What follows belongs to an exercise in optimizing a design on an open flow for small area, a short achievable clock period and few clock cycles per item; a production flow would make more cautious choices. At most, simulation tests tie the RTL to the original design; equivalence was not proved. Function not checked in runs 3 and 4: the RTL went through the layout flow alone.

==> flow/design.v <==
module feistel_core (
    input  wire         clk,
    input  wire         rst,       
    input  wire         start,     
    input  wire         alg,       
    input  wire         dir,       
    input  wire         chain,     
    input  wire         first,     
    input  wire [127:0] key,       
    input  wire [63:0]  iv,        
    input  wire [63:0]  din,       
    output wire         ready,
    output wire         done,      
    output wire [63:0]  dout       
);
    localparam [31:0] DELTA = 32'h9e3779b9;
    function [31:0] bswap(input [31:0] x);
        bswap = {x[7:0], x[15:8], x[23:16], x[31:24]};
    endfunction
    reg         busy;
    reg         done_r;
    reg         ready_r;       
    reg  [5:0]  h;             
    reg         alg_r, dir_r, chain_r;
    reg  [31:0] k0, k1, k2, k3;
    reg  [31:0] ta, sb;        
    reg  [63:0] prev;          
    reg  [63:0] last_ct;       
    reg         out_enc;       
    reg         out_xor;       
    wire [63:0] prev_in = first ? iv : last_ct;
    wire [63:0] blk_in  = (chain && !dir) ? (din ^ prev_in) : din;
    wire [31:0] in_v0   = bswap(blk_in[31:0]);
    wire [31:0] in_v1   = bswap(blk_in[63:32]);
    wire [31:0] sum_tab [0:32];
    genvar gi;
    generate
        for (gi = 0; gi <= 32; gi = gi + 1) begin : g_tab
            assign sum_tab[gi] = gi * DELTA;
        end
    endgenerate
    wire [5:0]  q      = {1'b0, h[5:1]} + {5'd0, alg_r ? dir_r : h[0]};
    wire [5:0]  m_n    = dir_r ? (6'd32 - q) : (q + 6'd1);
    wire [31:0] s_n    = sum_tab[m_n];
    wire        tgt1_n = ~h[0] ^ dir_r;
    wire [1:0]  kidx_n = alg_r ? (tgt1_n ? s_n[12:11] : s_n[1:0]) : {tgt1_n, 1'b0};
    reg  [31:0] s_r;
    reg  [1:0]  kidx_r;
    reg         tgt1_r;
    reg         last_r;
    reg         first_r;
    always @(posedge clk) begin
        if (busy) begin
            s_r    <= s_n;
            kidx_r <= kidx_n;
            tgt1_r <= tgt1_n;
            last_r <= (h == 6'd62);
            first_r <= 1'b0;
        end else begin
            s_r    <= dir ? 32'hc6ef3720 : (alg ? 32'd0 : DELTA);
            kidx_r <= {dir, 1'b0};
            tgt1_r <= dir;
            last_r <= 1'b0;
            first_r <= 1'b1;
        end
    end
    wire        tgt1 = tgt1_r;
    wire        last = last_r;
    wire [31:0] s = s_r;
    reg  [31:0] kx;
    always @* begin
        case (kidx_r)
            2'd0:    kx = k0;
            2'd1:    kx = k1;
            2'd2:    kx = k2;
            default: kx = k3;
        endcase
    end
    wire [31:0] ky = tgt1 ? k3 : k1;
    wire [31:0] a1 = ((sb << 4) ^ (alg_r ? (sb >> 5) : 32'd0)) + (alg_r ? sb : kx);
    wire [31:0] a2 = s + (alg_r ? kx : sb);
    wire [31:0] a3 = (sb >> 5) + ky;
    wire [31:0] f  = a1 ^ a2 ^ (alg_r ? 32'd0 : a3);
    wire [31:0] nb = ta + (f ^ {32{dir_r}}) + {31'd0, dir_r};
    wire [31:0] r_v0 = out_enc ? ta : sb;
    wire [31:0] r_v1 = out_enc ? sb : ta;
    wire [63:0] blk_out = {bswap(r_v1), bswap(r_v0)};
    assign dout  = out_xor ? (blk_out ^ prev) : blk_out;
    assign ready = ready_r;
    assign done  = done_r;
    always @(posedge clk) begin
        if (rst) begin
            busy    <= 1'b0;
            ready_r <= 1'b1;
            done_r  <= 1'b0;
        end else begin
            done_r  <= busy && last;
            if (!busy) begin
                busy    <= start;
                ready_r <= !start;
            end else if (last) begin
                busy    <= 1'b0;
                ready_r <= 1'b1;
            end
        end
    end
    always @(posedge clk) begin
        h <= busy ? (h + 6'd1) : 6'd0;
        if (!busy) begin
            alg_r   <= alg;
            dir_r   <= dir;
            chain_r <= chain;
            k0      <= bswap(key[31:0]);
            k1      <= bswap(key[63:32]);
            k2      <= bswap(key[95:64]);
            k3      <= bswap(key[127:96]);
            ta      <= dir ? in_v1 : in_v0;
            sb      <= dir ? in_v0 : in_v1;
            prev    <= prev_in;
            out_enc <= !dir;
            out_xor <= chain && dir;
        end else begin
            ta      <= sb;
            sb      <= nb;
        end
        if (busy && (dir_r ? first_r : last))
            last_ct <= {bswap(dir_r ? ta : nb), bswap(sb)};
    end
endmodule
==> flow/flow/run.sh <==
#!/bin/bash
# The standard layout, with the smallest buffer on each port in place of the
# delay buffer that buffer_ports picks by default.
bash standard.sh BUFFER_PORTS_ARGS="-buffer_cell sky130_fd_sc_hd__buf_1" finish > standard.log 2>&1
==> flow/standard.sh <==
#!/bin/bash
# synth_recipe.tcl (not shown) runs the flow's synth.tcl, then flattens the netlist and writes it again
# the make line also repeats each setting of config.mk as NAME=value (left out here)
make -C /OpenROAD-flow-scripts/flow DESIGN_CONFIG=/design/flow/config.mk WORK_HOME=/design/flow/orfs CLKGATE_MAP_FILE= SYNTH_SCRIPT=/design/flow/synth_recipe.tcl "${@:-finish}"
==> flow/config.mk <==
export PLATFORM = sky130hd
export DESIGN_NAME = feistel_core
export DESIGN_NICKNAME = feistel_core
export VERILOG_FILES = /design/flow/design.v
export SDC_FILE = /design/flow/constraint.sdc
export NUM_CORES = 4
export LEC_CHECK = 0
export CAP_MARGIN = 20
export CORE_MARGIN = 2
export CORE_UTILIZATION = 40
export SLEW_MARGIN = 20
==> flow/constraint.sdc <==
create_clock -name core_clock -period 20.0 [get_ports {clk}]
set_input_delay 4.0000 -clock core_clock [delete_from_list [all_inputs] [get_ports {clk}]]
set_output_delay 4.0000 -clock core_clock [all_outputs]
set_load 0.01 [all_outputs]
==> results of run 1 <==
==> cells in the final DEF (no fill, tap or decap), drive strengths merged, types with 9 or more instances in the layout <==
cell type | netlist | routed
o31ai | 13 | 13
nand2 | 387 | 387
o21ai | 202 | 202
buf | 23 | 356
nor2 | 133 | 133
mux4 | 32 | 32
a21o | 71 | 71
or3 | 41 | 41
ha | 134 | 134
nor3 | 30 | 30
nand2b | 9 | 9
mux2 | 99 | 99
o21a | 16 | 16
o21bai | 11 | 11
clkbuf | 104 | 68
nand4 | 14 | 14
xor2 | 147 | 147
a21oi | 231 | 231
o211ai | 12 | 12
inv | 64 | 65
xnor2 | 192 | 192
dfxtp | 110 | 110
nand3 | 26 | 26
a31oi | 18 | 18
mux2i | 115 | 115
a211oi | 15 | 15
edfxtp | 260 | 260
and3 | 19 | 19
and2 | 14 | 14
==> flip-flops by register name, summed over array words and instances (netlist names) <==
register and count:
last_ct 64, prev 64, k0 32, k1 32, k2 32, k3 32
s_r 32, sb 32, ta 32, h 6, kidx_r 2, alg_r 1
busy 1, dir_r 1, done_r 1, first_r 1, last_r 1, out_enc 1
out_xor 1, ready_r 1, tgt1_r 1
==> area by class of cell <==
cell class              count  area [um2]  area share
inverters                  64         248     0.00850
repair buffers            359        1470      0.0505
flip-flops and latches    370       10000       0.344
clock inverters            13         145     0.00498
diodes                      2        5.00    0.000172
clock buffers              65        1230      0.0422
multi-input cells        2101       15000       0.514
well taps                 846        1060      0.0363
==> stage by stage <==
step	std cells	hold WS, ns	util
after floorplan	2662	0.431	-
after global placement	3740	0.442	0.439
after detailed placement	3740	0.456	0.439
after CTS	3818	0.465	0.461
after global routing	3820	0.502	0.461
final	3820	0.461	0.461
==> worst max-delay path, delay by kind of cell (launching register included) <==
kind | cells | cell delay [ns]
buffers and inverters | 1 | 0.56
muxes | 2 | 0.88
AOI/OAI and AO/OA | 12 | 3.32
xor gates and xnor gates | 3 | 0.46
DFF | 1 | 0.31
and+or+nand+nor | 4 | 0.74
adders and majority gates | 3 | 0.99
==> cell families (layout without fill, tap and decap cells) <==
| kind of cell | Yosys count | count (layout) |
|---|---|---|
| AOI/OAI and AO/OA | 666 | 666 |
| xor gates and xnor gates | 342 | 342 |
| adders and majority gates | 139 | 139 |
| buffers and inverters | 191 | 501 |
| DFF | 370 | 370 |
| muxes | 246 | 246 |
| other | 0 | 2 |
| and+or+nand+nor | 708 | 708 |
==> metal layers <==
layer,vias up,global-route usage,share of wire
li1,10200,-,-
met1,10400,0.346,0.46
met2,705,0.392,0.46
met3,121,0.0286,0.057
met4,0,0.0707,0.026
met5,-,0,0
==> how the worst min path moves through the flow <==
| stage | start | endpoint | slack [ns] |
|---|---|---|---|
| 2_1_floorplan | last_r | done_r | 0.43 |
| 3_3_place_gp | ready_r | ready_r | 0.44 |
| 3_5_place_dp | ready_r | ready_r | 0.46 |
| 4_1_cts | ready_r | ready_r | 0.47 |
| 5_1_grt | ready_r | ready_r | 0.50 |
| 6_report | ready_r | ready_r | 0.46 |
==> metrics.cfg, run 1 <==
[yosys]
syn-num-nets = 3063
yosys.cell_types.count = 80
synth_xor_area_frac = 0.119
syn_area_um2 = 25700
synth_compound_area_frac = 0.157
synth_top_area_share = 0.304
syn_inst = 2662
synth_area_leaders = edfxtp_1 (30%), dfxtp_1 (8.6%), xnor2_1 (6.6%), ha_1 (6.5%), nand2_1 (5.7%)
synth_top_family_by_area = compound AO/OA/AOI/OAI gates
synthTopCellsByCount = nand2_1 (387), edfxtp_1 (260), a21oi_1 (230)
synth_seq_area_share = 0.390
synthAdderAreaFrac = 0.0689
synth-async-reset-ratio = 0
synth_flop_cell = edfxtp_1
synthMuxAreaShare = 0.116
yosys_register_bits = 370
synthSimpleGateAreaFrac = 0.121
synth_edf_count = 260
yosysMostFrequentCell = nand2_1
yosysTopAreaCell = edfxtp_1
synth_warnings = 1
avgSynthCellArea_um2 = 9.64

[sta]
period_needed_ns = 7.57
fin_setup_tns_ns = 0
max_slew_margin = 0.115
finalCritPeriodShare = 0.378
fmax_mhz = 132
finalSetupViolations = 0
worst_slack_ns = 12.43
maxSlewViolCount = 0
finalHoldViolCount = 0
tightest_slew_ns = 1.29
clock-skew-final_ns = 0.0211
rsz0062_at_grt = no

[clock_network]
ctsHoldBuffers = 0
h-tree-depth = 2
clk_pin_slew_ns = 0.06
post_cts_resized = 0
insertion_delay_ns = 0.57
post_cts_buffers = 0
tritoncts = done
cts_made_buffers = 44
clkSinkCount = 370
clock_tree.buffer_depth = 3
cts-root-buf = clkbuf_16

[setup_path]
crit_fanout = 32
crit_start = kidx_r[0]
crit_type = flip-flop to flip-flop
r2r-start = kidx_r[0]
cp-end-kind = flip-flop
r2r_setup_slack_ns = 12.43
max_stage_delay_ns = 1.10
worst_r2r_endpoint = last_ct[37]
crit_path_end = last_ct[37]
arrival_ns = 7.85
setup.worst_path.start_class = flip-flop
reg2regPathDepth = 25
cp.required_ns = 20.28
cp_slowest_cell = a2111oi_0

[placement]
postPlaceCellArea_um2 = 27800
dp_slack_ns = 12.48
dp_hpwl_um = 62300
place_congestion = 0.945
port_buffers = 328

[grt]
grt_max_degree = 91
antenna_found_initial = 2
grt_overflow = 0
grt_pass1_vias = 21300
grt_pass1_wl_um = 126000
grtUsageTotal = 0.244

[flow_run]
drv_cap = 0

[finish]
syn2layout_area_growth_pct = 13.6
final_nets = 3341
layout-drive-gt1-share = 0.0861
stdcell_area_um2 = 29200
fill_cells = 6054

[drt]
drt_iter0_drc = 1965
route.detailed.drc = 0
dr.pass1.iters = 5
drtAntennaViolNets = 0
via_per_inst = 5.60
wl_per_cell_um = 21.7
drt_wl_total_um = 83000
vias = 21400

[floorplanning]
coreArea_um2 = 63200
pin_count = 329
start_util = 0.406
die-area_um2 = 66200
fp.dieH_um = 257
fp-row-count = 92
die_w_um = 257

[hold_path]
holdPathStages = 2
hp-class = flip-flop to flip-flop

[outcome]
status = no timing/DRC/antenna violations

Testbench counts, summed over its fixed seeds: cycles 49,928, blocks 768.
==> run 2: changes to the inputs <==
==> flow/flow/run.sh (replaced) <==
#!/bin/bash
# The standard layout, with the smallest buffer on each port in place of the
# delay buffer that buffer_ports picks by default, and timing repair aiming
# for a shorter period than the clock's.
bash standard.sh BUFFER_PORTS_ARGS="-buffer_cell sky130_fd_sc_hd__buf_1" SETUP_SLACK_MARGIN=14 finish > standard.log 2>&1
==> run 2 against run 1 <==
Clock skew fell by 0.0096 ns. Utilization grew 2.8 points. Count of clock-buffer cells in the layout increased by 1. Register-to-register slack better by 1.4 ns. Non-clock buffer count grew 61. Synthesized area did not move. Maximum frequency grew 23%. Sequential share of layout area is 1.9 points lower. Final area up 6.1%. Die area is the same. Routed wire length rose by 2.9%. Critical path type unchanged. Critical endpoint is now last_ct[39]. Highest routed layer is now met5.
==> metrics.cfg, run 2 <==
[setup_path]
cp_slowest_cell = or4_1
cp.required_ns = 20.30
reg2regPathDepth = 25
arrival_ns = 6.44
crit_fanout = 6
max_stage_delay_ns = 0.59
r2r_setup_slack_ns = 13.85
setup.worst_path.start_class = flip-flop
crit_type = flip-flop to flip-flop
worst_r2r_endpoint = last_ct[39]
r2r-start = kidx_r[0]
cp-end-kind = flip-flop

[sta]
max_slew_margin = 0.245
finalHoldViolCount = 0
hold_ws_ns = 0.453
finalSetupViolations = 0
period_needed_ns = 6.15
maxSlewViolCount = 0
finalCritPeriodShare = 0.307
fin_setup_tns_ns = 0
tightest_slew_ns = 1.13
clock-skew-final_ns = 0.0115
worst_slack_ns = 13.85
fmax_mhz = 163
rsz0062_at_grt = yes

[grt]
grtUsageTotal = 0.244
grt_max_degree = 100
grt_pass1_vias = 21000
antenna_found_initial = 4
grt_pass1_wl_um = 125000
grt_overflow = 0

[yosys]
synth_warnings = 1
synth_flop_cell = edfxtp_1
yosysTopAreaCell = edfxtp_1
yosysMostFrequentCell = nand2_1
synth_seq_area_share = 0.390
syn-num-nets = 3063
synth-async-reset-ratio = 0
yosys.cell_types.count = 80
syn_area_um2 = 25700
avgSynthCellArea_um2 = 9.64
synth_area_leaders = edfxtp_1 (30%), dfxtp_1 (8.6%), xnor2_1 (6.6%), ha_1 (6.5%), nand2_1 (5.7%)
synth_top_area_share = 0.304
synthTopCellsByCount = nand2_1 (387), edfxtp_1 (260), a21oi_1 (230)
synth_edf_count = 260
yosys_register_bits = 370
syn_inst = 2662

[drt]
via_per_inst = 5.63
drt_iter0_drc = 2001
wl_per_cell_um = 22.0
drt_wl_total_um = 85400
vias = 21900
dr.pass1.iters = 5
drtAntennaViolNets = 0
route.detailed.drc = 0

[clock_network]
cts_made_buffers = 43
cts-root-buf = clkbuf_16
insertion_delay_ns = 0.57
tritoncts = done
clk_pin_slew_ns = 0.06
h-tree-depth = 2
clock_tree.buffer_depth = 3
clkSinkCount = 370

[finish]
layout_commonest_cell = nand2_1
utilization = 0.489
syn2layout_area_growth_pct = 20.5
final_cell_mix = nand2_1 (381), buf_1 (288), edfxtp_1 (260)
final_cells = 3884
layout-drive-gt1-share = 0.164
top_regs = last_ct: 64 flops, prev: 64 flops
stdcell_area_um2 = 30900
final_nets = 3402

[placement]
port_buffers = 328
place_congestion = 0.982
dp_hpwl_um = 61600
dp_slack_ns = 12.78
postPlaceCellArea_um2 = 27800
dpl.cell_count = 3740

[floorplanning]
fp.dieH_um = 257
pin_count = 329
die-area_um2 = 66200
start_util = 0.406
coreArea_um2 = 63200
die_w_um = 257
fp-row-count = 92

[hold_path]
hold_start = ready_r
hp-class = flip-flop to flip-flop
worstHoldEndpoint = ready_r
holdPathStages = 2

[outcome]
status = no timing/DRC/antenna violations

[flow_run]
drv_cap = 0

-- run 2: cell counts after synthesis --
No cell type changed its count.
-- run 2: worst max-delay path by stage --
stage	slack, ns	start	endpoint
floorplan	13.88	kidx_r[0]	last_ct[37]
global placement	12.91	kidx_r[0]	last_ct[37]
detailed placement	12.78	kidx_r[0]	last_ct[37]
CTS	13.94	out_enc	dout[24]
global route	13.63	kidx_r[0]	last_ct[39]
finish	13.85	kidx_r[0]	last_ct[39]
-- run 2: kinds of logic (layout without fill, tap and decap cells) --
logic type / count (synthesis) / count (layout) / share of synthesized area
buffers and inverters: 191 / 563 / 0.0281
DFF: 370 / 370 / 0.390
AOI/OAI and AO/OA: 666 / 666 / 0.157
muxes: 246 / 246 / 0.116
xor gates and xnor gates: 342 / 342 / 0.119
other: 0 / 4 / 0
adders and majority gates: 139 / 139 / 0.0689
and+or+nand+nor: 708 / 708 / 0.121
-- run 2: area by class of cell --
cell class                 count  area (um2)
antenna                        4        10.0
clock buffer                  66        1280
clock inverter                12        86.3
fill                        5845       32300
inverter                      64         251
multi-input combinational   2101       15900
sequential                   370       10000
tap                          846        1060
timing repair buffer         420        2320
timing repair inverter         1        5.00
-- run 2: critical path: cells and delay by family, from the launching register on --
family                     cells  cell delay [ns]
AOI/OAI and AO/OA             11             2.39
xor gates and xnor gates       1             0.30
adders and majority gates      2             0.54
buffers and inverters          4             0.41
DFF                            1             0.37
muxes                          1             0.54
and+or+nand+nor                6             1.31
-- run 2: per-layer routing --
metal | GRT usage | up-vias | routed length, um
met5 | 0 | - | 11
met2 | 0.392 | 790 | 39500
met3 | 0.0325 | 139 | 4990
li1 | - | 10300 | -
met4 | 0.0651 | 2 | 2350
met1 | 0.344 | 10600 | 38500
-- run 2: repair_timing --
item / CTS / global route
resized for setup: 76 / 208
hold buffers: 0 / 0
gates cloned: 4 / 6
pin swaps: 35 / 80
setup endpoints to repair: 97 / 79
setup buffers: 26 / 26
==> run 3: changes to the inputs <==
--- a/flow/design.v
+++ b/flow/design.v
@@ -28,5 +28,4 @@
     reg  [63:0] last_ct;       
     reg         out_enc;       
-    reg         out_xor;       
     wire [63:0] prev_in = first ? iv : last_ct;
     wire [63:0] blk_in  = (chain && !dir) ? (din ^ prev_in) : din;
@@ -46,5 +45,5 @@
     wire [1:0]  kidx_n = alg_r ? (tgt1_n ? s_n[12:11] : s_n[1:0]) : {tgt1_n, 1'b0};
     reg  [31:0] s_r;
-    reg  [1:0]  kidx_r;
+    reg  [3:0]  ksel_r;
     reg         tgt1_r;
     reg         last_r;
@@ -53,5 +52,5 @@
         if (busy) begin
             s_r    <= s_n;
-            kidx_r <= kidx_n;
+            ksel_r <= 4'd1 << kidx_n;
             tgt1_r <= tgt1_n;
             last_r <= (h == 6'd62);
@@ -59,5 +58,5 @@
         end else begin
             s_r    <= dir ? 32'hc6ef3720 : (alg ? 32'd0 : DELTA);
-            kidx_r <= {dir, 1'b0};
+            ksel_r <= dir ? 4'b0100 : 4'b0001;
             tgt1_r <= dir;
             last_r <= 1'b0;
@@ -68,13 +67,6 @@
     wire        last = last_r;
     wire [31:0] s = s_r;
-    reg  [31:0] kx;
-    always @* begin
-        case (kidx_r)
-            2'd0:    kx = k0;
-            2'd1:    kx = k1;
-            2'd2:    kx = k2;
-            default: kx = k3;
-        endcase
-    end
+    wire [31:0] kx = ({32{ksel_r[0]}} & k0) | ({32{ksel_r[1]}} & k1) |
+                     ({32{ksel_r[2]}} & k2) | ({32{ksel_r[3]}} & k3);
     wire [31:0] ky = tgt1 ? k3 : k1;
     wire [31:0] a1 = ((sb << 4) ^ (alg_r ? (sb >> 5) : 32'd0)) + (alg_r ? sb : kx);
@@ -86,5 +78,5 @@
     wire [31:0] r_v1 = out_enc ? sb : ta;
     wire [63:0] blk_out = {bswap(r_v1), bswap(r_v0)};
-    assign dout  = out_xor ? (blk_out ^ prev) : blk_out;
+    assign dout  = blk_out ^ prev;
     assign ready = ready_r;
     assign done  = done_r;
@@ -107,4 +99,5 @@
     always @(posedge clk) begin
         h <= busy ? (h + 6'd1) : 6'd0;
+        out_enc <= !dir_r;
         if (!busy) begin
             alg_r   <= alg;
@@ -117,7 +110,5 @@
             ta      <= dir ? in_v1 : in_v0;
             sb      <= dir ? in_v0 : in_v1;
-            prev    <= prev_in;
-            out_enc <= !dir;
-            out_xor <= chain && dir;
+            prev    <= (chain && dir) ? prev_in : 64'd0;
         end else begin
             ta      <= sb;
==> flow/flow/run.sh (replaced) <==
#!/bin/bash
# The standard layout, with the smallest buffer on each port in place of the
# delay buffer that buffer_ports picks by default, and timing repair aiming
# for a shorter period than the clock's.
bash standard.sh BUFFER_PORTS_ARGS="-buffer_cell sky130_fd_sc_hd__buf_1" SETUP_SLACK_MARGIN=14 CTS_CLUSTER_SIZE=30 CTS_CLUSTER_DIAMETER=80 finish > standard.log 2>&1
==> run 3 against run 2 <==
Flip-flop and latch count grew 1. Synthesized cell count up 0.11%. Global-route usage is 0.095 points higher. Utilization shrank 3.0 points. Synthesized area shrank 1.6%. First-iteration DRC count is 7.7% lower. Worst hold slack better by 0.012 ns. Critical path depth shrank 20. Routed wire length fell by 2.9%. Non-clock buffer count decreased by 44. Largest cell class unchanged.
==> metrics.cfg, run 3 <==
[outcome]
status = no timing/DRC/antenna violations

[placement]
port_buffers = 328
postPlaceCellArea_um2 = 27200
dp_slack_ns = 13.10
place_congestion = 0.929
dp_hpwl_um = 61400
dpl.cell_count = 3719

[clock_network]
cts_made_buffers = 25
clk_pin_slew_ns = 0.09
cts-root-buf = clkbuf_16
clkSinkCount = 371
h-tree-depth = 1
clock_tree.buffer_depth = 3
insertion_delay_ns = 0.59
tritoncts = done

[setup_path]
arrival_ns = 2.03
crit_start = out_enc
reg2regPathDepth = 23
crit_fanout = 12
cp-end-kind = output pin
r2r-start = alg_r
crit_type = flip-flop to output pin
setup.worst_path.start_class = flip-flop
cp.required_ns = 16.00

[floorplanning]
coreArea_um2 = 62700
fp-row-count = 92
start_util = 0.402
die_w_um = 255
die-area_um2 = 65100
pin_count = 329
fp.dieH_um = 255

[finish]
layout_commonest_cell = buf_1
syn2layout_area_growth_pct = 14.3
final_cells = 3789
final_nets = 3322
top_regs = last_ct: 64 flops, prev: 64 flops
stdcell_area_um2 = 28800
layout-drive-gt1-share = 0.0956
fill_cells = 5996
final_cell_mix = buf_1 (316), edfxtp_1 (258), xnor2_1 (251)

[drt]
via_per_inst = 5.67
drt_wl_total_um = 82900
drt_iter0_drc = 1847
m1WireLength_um = 38100
wl_per_cell_um = 21.9
route.met3.wl_um = 5740
dr.pass1.iters = 6
vias = 21500
wl_met2_um = 37000
routed.top_layer = met5
drtAntennaViolNets = 0
route.detailed.drc = 0

[hold_path]
holdPathStages = 2
hold_start = ready_r
hp-class = flip-flop to flip-flop

[yosys]
synthAdderAreaFrac = 0.0696
synth_xor_area_frac = 0.114
synthMuxAreaShare = 0.0894
syn-num-nets = 3066
synth-async-reset-ratio = 0
synth_seq_area_share = 0.397
synth_compound_area_frac = 0.185
yosys.cell_types.count = 76
syn_inst = 2665
avgSynthCellArea_um2 = 9.47
synth_edf_count = 258
synthTopCellsByCount = edfxtp_1 (258), xnor2_1 (257), a21oi_1 (251)
synth_top_area_share = 0.307
synth_warnings = 1
synth_area_leaders = edfxtp_1 (31%), dfxtp_1 (9.0%), xnor2_1 (8.9%), ha_1 (6.6%), mux2i_1 (5.6%)
yosysMostFrequentCell = edfxtp_1
yosys_register_bits = 371
synthSimpleGateAreaFrac = 0.117
synth_top_family_by_area = compound AO/OA/AOI/OAI gates
synth_flop_cell = edfxtp_1
syn_area_um2 = 25200
yosysTopAreaCell = edfxtp_1

[sta]
clock-skew-final_ns = 0.0268
worst_slack_ns = 13.97
finalSetupViolations = 0
finalCritPeriodShare = 0.302
period_needed_ns = 6.03
maxSlewViolCount = 0
fin_setup_tns_ns = 0
max_slew_margin = 0.314
fmax_mhz = 166
rsz0062_at_grt = yes
tightest_slew_ns = 1.03
finalHoldViolCount = 0

[grt]
grt_pass1_wl_um = 122000
grt_max_degree = 113
antenna_found_initial = 6
grtUsageTotal = 0.245
grt_pass1_vias = 20400
grt_overflow = 0

[flow_run]
drv_cap = 0

## run 3: worst paths after layout
| kind | to | slack, ns |
|---|---|---|
| worst max-delay path | dout[39] | 13.97 |
| worst min-delay path | ready_r | 0.47 |
| worst max register to register | last_ct[39] | 14.17 |
| worst min register to register | ready_r | 0.47 |
## run 3: metal layers
| metal | GRT usage | vias up |
|---|---|---|
| li1 | - | 10300 |
| met1 | 0.351 | 10300 |
| met2 | 0.385 | 780 |
| met3 | 0.0382 | 125 |
| met4 | 0.0618 | 6 |
| met5 | 0 | - |
## run 3: cell type report
class / instances / area, um2 / area share
antenna: 3 / 7.51 / 0.000260
clock buffer: 26 / 629 / 0.0218
clock inverter: 20 / 267 / 0.00924
inverter: 35 / 139 / 0.00482
multi-input combinational: 2112 / 14900 / 0.516
sequential: 371 / 10000 / 0.348
tap: 846 / 1060 / 0.0367
timing repair buffer: 376 / 1810 / 0.0627
## run 3: worst max-delay path: stages, from the launching register on
cell and delay [ns]:
dfxtp_4 0.43, buf_4 0.15, buf_16 0.16, mux2i_2 0.27
xnor2_1 0.22, buf_1 0.21
## run 3: kinds of logic (layout without fill, tap and decap cells)
kind of cell             Yosys count  count (layout)
AO/OA/AOI/OAI                    781             781
multiplexers                     216             216
XOR/XNOR                         325             325
buffers and inverters            182             457
AND/OR/NAND/NOR                  652             652
adder cells (fa/ha/maj)          138             138
other                              0               3
flip-flops                       371             371
## run 3: per-stage QoR
stage                     hold WS, ns   util
final                           0.465  0.460
after global routing            0.499  0.460
after CTS                       0.464  0.452
after detailed placement        0.449  0.434
after global placement          0.447  0.434
after floorplan                 0.431      -
## run 3: repair_timing
item / CTS / global route
hold buffers: 0 / 0
pin swaps: 0 / 21
resized for setup: 29 / 85
buffers inserted: 2 / 14
cloned: 4 / 1
endpoints found under the setup margin: 76 / 73
endpoints found under the hold margin: 0 / 0
==> run 4: changes to the inputs <==
--- a/flow/design.v
+++ b/flow/design.v
@@ -45,5 +45,6 @@
     wire [1:0]  kidx_n = alg_r ? (tgt1_n ? s_n[12:11] : s_n[1:0]) : {tgt1_n, 1'b0};
     reg  [31:0] s_r;
-    reg  [3:0]  ksel_r;
+    reg         sel1_k0, sel1_k2;
+    reg  [3:0]  sel2_k;
     reg         tgt1_r;
     reg         last_r;
@@ -52,5 +53,7 @@
         if (busy) begin
             s_r    <= s_n;
-            ksel_r <= 4'd1 << kidx_n;
+            sel1_k0 <= !alg_r && !tgt1_n;
+            sel1_k2 <= !alg_r && tgt1_n;
+            sel2_k  <= alg_r ? (4'd1 << kidx_n) : 4'd0;
             tgt1_r <= tgt1_n;
             last_r <= (h == 6'd62);
@@ -58,5 +61,7 @@
         end else begin
             s_r    <= dir ? 32'hc6ef3720 : (alg ? 32'd0 : DELTA);
-            ksel_r <= dir ? 4'b0100 : 4'b0001;
+            sel1_k0 <= !alg && !dir;
+            sel1_k2 <= !alg && dir;
+            sel2_k  <= alg ? (dir ? 4'b0100 : 4'b0001) : 4'd0;
             tgt1_r <= dir;
             last_r <= 1'b0;
@@ -67,9 +72,10 @@
     wire        last = last_r;
     wire [31:0] s = s_r;
-    wire [31:0] kx = ({32{ksel_r[0]}} & k0) | ({32{ksel_r[1]}} & k1) |
-                     ({32{ksel_r[2]}} & k2) | ({32{ksel_r[3]}} & k3);
+    wire [31:0] b1 = ({32{sel1_k0}} & k0) | ({32{sel1_k2}} & k2) | ({32{alg_r}} & sb);
+    wire [31:0] b2 = ({32{sel2_k[0]}} & k0) | ({32{sel2_k[1]}} & k1) |
+                     ({32{sel2_k[2]}} & k2) | ({32{sel2_k[3]}} & k3) | ({32{!alg_r}} & sb);
     wire [31:0] ky = tgt1 ? k3 : k1;
-    wire [31:0] a1 = ((sb << 4) ^ (alg_r ? (sb >> 5) : 32'd0)) + (alg_r ? sb : kx);
-    wire [31:0] a2 = s + (alg_r ? kx : sb);
+    wire [31:0] a1 = ((sb << 4) ^ (alg_r ? (sb >> 5) : 32'd0)) + b1;
+    wire [31:0] a2 = s + b2;
     wire [31:0] a3 = (sb >> 5) + ky;
     wire [31:0] f  = a1 ^ a2 ^ (alg_r ? 32'd0 : a3);
==> flow/flow/run.sh (replaced) <==
#!/bin/bash
# The standard layout, with the smallest buffer on each port in place of the
# delay buffer that buffer_ports picks by default, and timing repair aiming
# for a shorter period than the clock's.
bash standard.sh BUFFER_PORTS_ARGS="-buffer_cell sky130_fd_sc_hd__buf_1" SETUP_SLACK_MARGIN=14 finish > standard.log 2>&1
==> run 4 against run 3 <==
Highest routed layer is now met4. Die area decreased by 0.27%. Cell count increased by 1.5%. Critical path depth increased by 22. Critical endpoint is now last_ct[37]. Critical path type is now flip-flop to flip-flop. First-iteration DRC count increased by 23%. Register-to-register slack got worse by 0.37 ns. Sequential share of layout area decreased by 0.94 points.
==> metrics.cfg, run 4 <==
[sta]
clock-skew-final_ns = 0.0144
rsz0062_at_grt = yes
period_needed_ns = 6.20
tightest_slew_ns = 0.963
fin_setup_tns_ns = 0
maxSlewViolCount = 0
finalSetupViolations = 0
max_slew_margin = 0.358
finalCritPeriodShare = 0.310
finalHoldViolCount = 0
fmax_mhz = 161

[yosys]
yosys.cell_types.count = 81
synth_flop_cell = edfxtp_1
syn_inst = 2655
avgSynthCellArea_um2 = 9.48
synth_seq_area_share = 0.399
synthTopCellsByCount = nand2_1 (315), xnor2_1 (278), edfxtp_1 (258)
syn-num-nets = 3056
synth_top_area_share = 0.308
synth_warnings = 1
synth_area_leaders = edfxtp_1 (31%), xnor2_1 (9.7%), dfxtp_1 (9.1%), ha_1 (6.7%), mux2i_1 (4.9%)
yosysMostFrequentCell = nand2_1
syn_area_um2 = 25200
synth-async-reset-ratio = 0
yosysTopAreaCell = edfxtp_1
yosys_register_bits = 373
synth_edf_count = 258

[grt]
grt_pass1_vias = 21400
grtUsageTotal = 0.262
grt_pass1_wl_um = 129000
grt_overflow = 0
grt_max_degree = 99
antenna_found_initial = 1

[drt]
route.detailed.drc = 0
drt_wl_total_um = 88400
wl_per_cell_um = 23.0
dr.pass1.iters = 9
drtAntennaViolNets = 0
via_per_inst = 5.77
drt_iter0_drc = 2279
vias = 22200

[floorplanning]
die-area_um2 = 64900
fp.dieH_um = 255
pin_count = 329
fp-row-count = 91
start_util = 0.406
coreArea_um2 = 61900
die_w_um = 255

[finish]
final_cell_mix = buf_1 (326), nand2_1 (314), xnor2_1 (266)
layout_commonest_cell = buf_1
top_regs = last_ct: 64 flops, prev: 64 flops
fill_cells = 5878
layout-drive-gt1-share = 0.108
syn2layout_area_growth_pct = 18.1
stdcell_area_um2 = 29700
final_nets = 3374

[setup_path]
arrival_ns = 6.51
r2r_setup_slack_ns = 13.80
crit_fanout = 8
setup.worst_path.start_class = flip-flop
cp-end-kind = flip-flop
crit_type = flip-flop to flip-flop
reg2regPathDepth = 27
cp.required_ns = 20.32
r2r-start = alg_r
worst_r2r_endpoint = last_ct[37]

[clock_network]
clkSinkCount = 373
cts-root-buf = clkbuf_16
h-tree-depth = 2
insertion_delay_ns = 0.57
tritoncts = done
ctsHoldBuffers = 0
cts_made_buffers = 42
clock_tree.buffer_depth = 3
clk_pin_slew_ns = 0.06

[placement]
postPlaceCellArea_um2 = 27200
dp_hpwl_um = 65800
port_buffers = 328
place_congestion = 0.981

[hold_path]
worstHoldEndpoint = ready_r
hold_start = ready_r
holdPathStages = 2
hp-class = flip-flop to flip-flop

[flow_run]
drv_cap = 0

[outcome]
status = no timing/DRC/antenna violations

[run 4: layer usage]
metal,vias to the layer above,GRT usage,part of all wire
li1,10400,-,-
met1,10700,0.377,0.45
met2,983,0.417,0.45
met3,129,0.0317,0.071
met4,0,0.0690,0.024
met5,-,0,0
[run 4: final cells by class]
type	instances	area (um2)	area share
antenna	1	2.50	0.0000842
clock buffer	62	1210	0.0407
clock inverter	16	186	0.00627
inverter	57	221	0.00745
multi-input combinational	2085	14900	0.503
sequential	373	10100	0.339
tap	837	1050	0.0352
timing repair buffer	414	2050	0.0689
[run 4: logic make-up after synthesis]
group | Yosys count | share of synthesized area
AO/OA/AOI/OAI | 732 | 0.184
XOR/XNOR | 354 | 0.124
adder cells (fa/ha/maj) | 141 | 0.0710
buffers and inverters | 197 | 0.0296
flip-flops | 373 | 0.399
multiplexers | 181 | 0.0749
AND/OR/NAND/NOR | 677 | 0.117
[run 4: how the worst max path moves through the flow]
stage | start | to | slack (ns)
after floorplan | alg_r | last_ct[37] | 14.05
after global placement | alg_r | last_ct[37] | 13.22
after detailed placement | alg_r | last_ct[37] | 13.20
after CTS | alg_r | last_ct[37] | 13.79
after global routing | alg_r | last_ct[37] | 13.59
final | alg_r | last_ct[37] | 13.80
[run 4: stage by stage]
step	worst slack, ns	hold WS, ns	std cells	utilization
after global routing	13.59	0.504	3845	0.480
after detailed placement	13.20	0.458	3715	0.439
after floorplan	14.05	0.431	2655	-
after global placement	13.22	0.451	3715	0.439
after CTS	13.79	0.473	3820	0.470
final	13.80	0.471	3845	0.480
[run 4: what timing repair did]
| item | 4_1_cts | 5_1_grt |
|---|---|---|
| endpoints found under the hold margin | 0 | 0 |
| cloned | 2 | 1 |
| pin swaps | 31 | 58 |
| gates resized for setup | 55 | 84 |
| setup buffers | 25 | 23 |
| setup endpoints to repair | 61 | 30 |
[run 4: critical path, stage by stage (launching register included)]
cell and delay (ns):
edfxtp_1 0.42, inv_2 0.08, buf_12 0.14, a222oi_1 0.33, nand2_1 0.22, buf_4 0.19
ha_1 0.35, nand2_1 0.16, a2111oi_2 0.47, nor2_2 0.12, buf_4 0.15, nand2_1 0.10
a21o_1 0.12, a21oi_1 0.07, xor2_1 0.19, xnor2_1 0.23, xnor2_1 0.13, ha_1 0.24
a211o_1 0.29, a21oi_2 0.15, and4_1 0.23, a211oi_2 0.10, or3b_1 0.37, a31o_1 0.22
a21o_1 0.22, a221oi_2 0.31, nor4b_2 0.08, a211o_1 0.24

==> afterwards: timing with drivers on the ports <==
How much do the figures lean on ideal ports? The routed layouts below were timed once more, with nothing changed but the port constraints.
Step 1, drivers: a clkbuf_16 drives clk and a buf_2 each remaining input, both assumed.
Step 2 moves the port delays by t, midway between the first and last clock arrival at a register: inputs arrive t later, outputs are due t later. That takes back most of the time a late clock gives input paths.
Slacks: ideal ports / drivers / drivers and shift; pairs: ideal ports / drivers.
run	shift t [ns]	slack for setup (ns)	worst setup path after step 2	worst data-port slew with drivers (ns)
run 1	0.629	12.432 / 12.432 / 12.432	register to register	0.10
run 2	0.626	13.854 / 13.854 / 13.620	input to register	0.10
run 3	0.643	13.966 / 13.905 / 13.666	input to register	0.09
run 4	0.627	13.804 / 13.804 / 13.587	input to register	0.07
After both steps every run listed still meets setup and hold. The setup slack of run 3, which loses most, moves by -0.061 ns with the drivers and by -0.300 ns with both steps.
